From an optimization exercise on the open Yosys and OpenROAD flow, aimed at small area, a short achievable clock period and few clock cycles; shortcuts taken in it are not production practice. In this exercise RTL edits were held to simulation tests only and were not proved equivalent to the original. Power is estimated from default activity; no workload was simulated.

==> flow/design.v (excerpt) <==
module zs_codec (
    input             clk,
    input             rst,           
    input             host_req,
    input             host_we,
    input      [10:0] host_addr,
    input      [7:0]  host_wdata,
    output            host_ready,
    output reg        host_rvalid,
    output reg [7:0]  host_rdata,
    output            tx_valid,
    output     [31:0] tx_frame,      
    input             tx_ready
);
For scale: about 67 I/O pins, ~0.19 mm^2 of cells after synthesis.
==> flow/config.mk <==
export PLATFORM = sky130hd
export DESIGN_NAME = zs_codec
export DESIGN_NICKNAME = zs_codec
export VERILOG_FILES = /design/flow/design.v
export SDC_FILE = /design/flow/constraint.sdc
export NUM_CORES = 8
export LEC_CHECK = 0
export ABC_CLOCK_PERIOD_IN_PS = 3000
export CAP_MARGIN = 20
export CORE_MARGIN = 2
export CORE_UTILIZATION = 50
export CTS_CLUSTER_DIAMETER = 70
export CTS_CLUSTER_SIZE = 30
export PLACE_DENSITY = 0.65
export SETUP_SLACK_MARGIN = 5
export SLEW_MARGIN = 20
==> flow/constraint.sdc <==
create_clock -name core_clock -period 10.0 [get_ports {clk}]
set_input_delay 2.0000 -clock core_clock [delete_from_list [all_inputs] [get_ports {clk}]]
set_output_delay 2.0000 -clock core_clock [all_outputs]
set_load 0.01 [all_outputs]
standard.sh (not shown) runs the stock make flow with config.mk's settings and CLKGATE_MAP_FILE= SYNTH_SCRIPT=/design/flow/synth_recipe.tcl, a recipe that flattens the netlist after the stock synthesis.
==> flow/flow/run.sh <==
#!/bin/bash
set -uo pipefail
MARGIN=7
REP=orfs/reports/sky130hd/zs_codec/base

clean_layout() {
  local r=$REP/6_finish.rpt
  [[ -f $r && -f $REP/drt_antennas.log ]] || return 1
  grep -q "^Net:" $REP/drt_antennas.log && return 1
  for k in "max slew" "max cap" "setup" "hold"; do
    grep -q "^$k violation count 0$" $r || return 1
  done
  return 0
}

attempt() {
  local n=$1; shift
  rm -f out/final.def
  bash standard.sh SETUP_SLACK_MARGIN=$MARGIN "$@" finish > flow_make_$n.log 2>&1
  local st=$?
  echo "standard.sh exit status $st" >> flow_make_$n.log
  [[ $st -eq 0 && -s out/final.def ]] || return 1
  if ! clean_layout; then
    echo "the layout has violations; trying again" >> flow_make_$n.log
    return 1
  fi
  return 0
}

attempt 1 && exit 0
mv orfs orfs_attempt1
attempt 2 PLACE_DENSITY=0.62 CORE_UTILIZATION=48 && exit 0
mv orfs orfs_attempt2
rm -f out/final.def
bash standard.sh SETUP_SLACK_MARGIN=$MARGIN PLACE_DENSITY=0.68 CORE_UTILIZATION=52 finish > flow_make_3.log 2>&1
st=$?
echo "standard.sh exit status $st" >> flow_make_3.log
exit $st
Testbench counts at the start, summed over its fixed seeds: cycles 111,884.
Then changed:
- ABC_CLOCK_PERIOD_IN_PS: 3000 -> 5000
- CAP_MARGIN: 20 -> 25
- SLEW_MARGIN: 20 -> 25
What happened: Synthesized cell count is unchanged. Combinational power barely changes. Via count shrinks by 0.47%. Non-clock buffer count came out higher by 27. Hold slack barely changes. Utilization drops by 2.0 points.


zs_codec, a different RTL version from the one above (not shown whole).
For scale: roughly 67 I/O pins, about 190,000 sq um of cells after synthesis.
clock: 10.0 ns
lec_check: 0
abc_clock_period_in_ps: 5000
cap_margin: 25
core_margin: 2
core_utilization: 50
cts_cluster_diameter: 70
cts_cluster_size: 30
place_density: 0.65
setup_slack_margin: 5
slew_margin: 25
==> flow/flow/run.sh <==
#!/bin/bash
set -uo pipefail
MARGIN=6.8
REP=orfs/reports/sky130hd/zs_codec/base

clean_layout() {
  local r=$REP/6_finish.rpt
  [[ -f $r && -f $REP/drt_antennas.log ]] || return 1
  grep -q "^Net:" $REP/drt_antennas.log && return 1
  for k in "max slew" "max cap" "setup" "hold"; do
    grep -q "^$k violation count 0$" $r || return 1
  done
  return 0
}

attempt() {
  local n=$1; shift
  rm -f out/final.def
  bash standard.sh SETUP_SLACK_MARGIN=$MARGIN "$@" finish > flow_make_$n.log 2>&1
  local st=$?
  echo "standard.sh exit status $st" >> flow_make_$n.log
  [[ $st -eq 0 && -s out/final.def ]] || return 1
  if ! clean_layout; then
    echo "the layout has violations; trying again" >> flow_make_$n.log
    return 1
  fi
  return 0
}

attempt 1 && exit 0
mv orfs orfs_attempt1
attempt 2 PLACE_DENSITY=0.62 CORE_UTILIZATION=48 && exit 0
mv orfs orfs_attempt2
rm -f out/final.def
bash standard.sh SETUP_SLACK_MARGIN=$MARGIN PLACE_DENSITY=0.68 CORE_UTILIZATION=52 finish > flow_make_3.log 2>&1
st=$?
echo "standard.sh exit status $st" >> flow_make_3.log
exit $st
Testbench counts at the start, summed over its fixed seeds: cycles 111,884.
Then changed:
--- a/flow/flow/run.sh
+++ b/flow/flow/run.sh
@@ -3 +3 @@
-MARGIN=6.8
+MARGIN=7
--- a/flow/config.mk
+++ b/flow/config.mk
@@ -8,2 +8,2 @@
-export ABC_CLOCK_PERIOD_IN_PS = 5000
-export CAP_MARGIN = 25
+export ABC_CLOCK_PERIOD_IN_PS = 3000
+export CAP_MARGIN = 20
@@ -16 +16 @@
-export SLEW_MARGIN = 25
+export SLEW_MARGIN = 20
Clock skew went up by 0.016 ns.
First-iteration DRC count hardly moves.
Routed wire length grows by 1.6%.
Area after synthesis does not change.

[static timing again, ports no longer ideal]
The flow's constraints put no driver on any port. The routed layouts listed below were extracted and timed again, unchanged, in two steps. Step 1: set_driving_cell puts a clkbuf_16 on clk and a buf_2 on each other input, an assumption about the parent block. Step 2 times the ports against the registers' clock, not the clock port: input delays grow and output delays shrink by t, the midpoint of the rising clock arrivals with the driver on. Slacks: ideal / step 1 / step 2; pairs: ideal / step 1.
run | t, ns | slack for setup (ns) | hold WS [ns] | worst register clock-pin slew, ns | pins driven straight from the clock port
the first run of note 1 | 1.055 | 6.527 / 6.427 / 5.602 | 0.274 / 0.274 / 0.274 | 0.11 / 0.11 | 1
the second run of note 1 | 1.054 | 6.533 / 6.432 / 5.797 | 0.277 / 0.277 / 0.277 | 0.11 / 0.11 | 1
the first run of note 2 | 1.062 | 6.554 / 6.448 / 5.738 | 0.291 / 0.291 / 0.291 | 0.11 / 0.11 | 1
the second run of note 2 | 1.062 | 6.578 / 6.470 / 5.661 | 0.273 / 0.273 / 0.273 | 0.11 / 0.11 | 1
After both steps setup and hold are still met in every run listed. For the first run of note 1, which loses most, drivers alone change the setup slack by -0.100 ns; drivers and shift together by -0.925 ns.
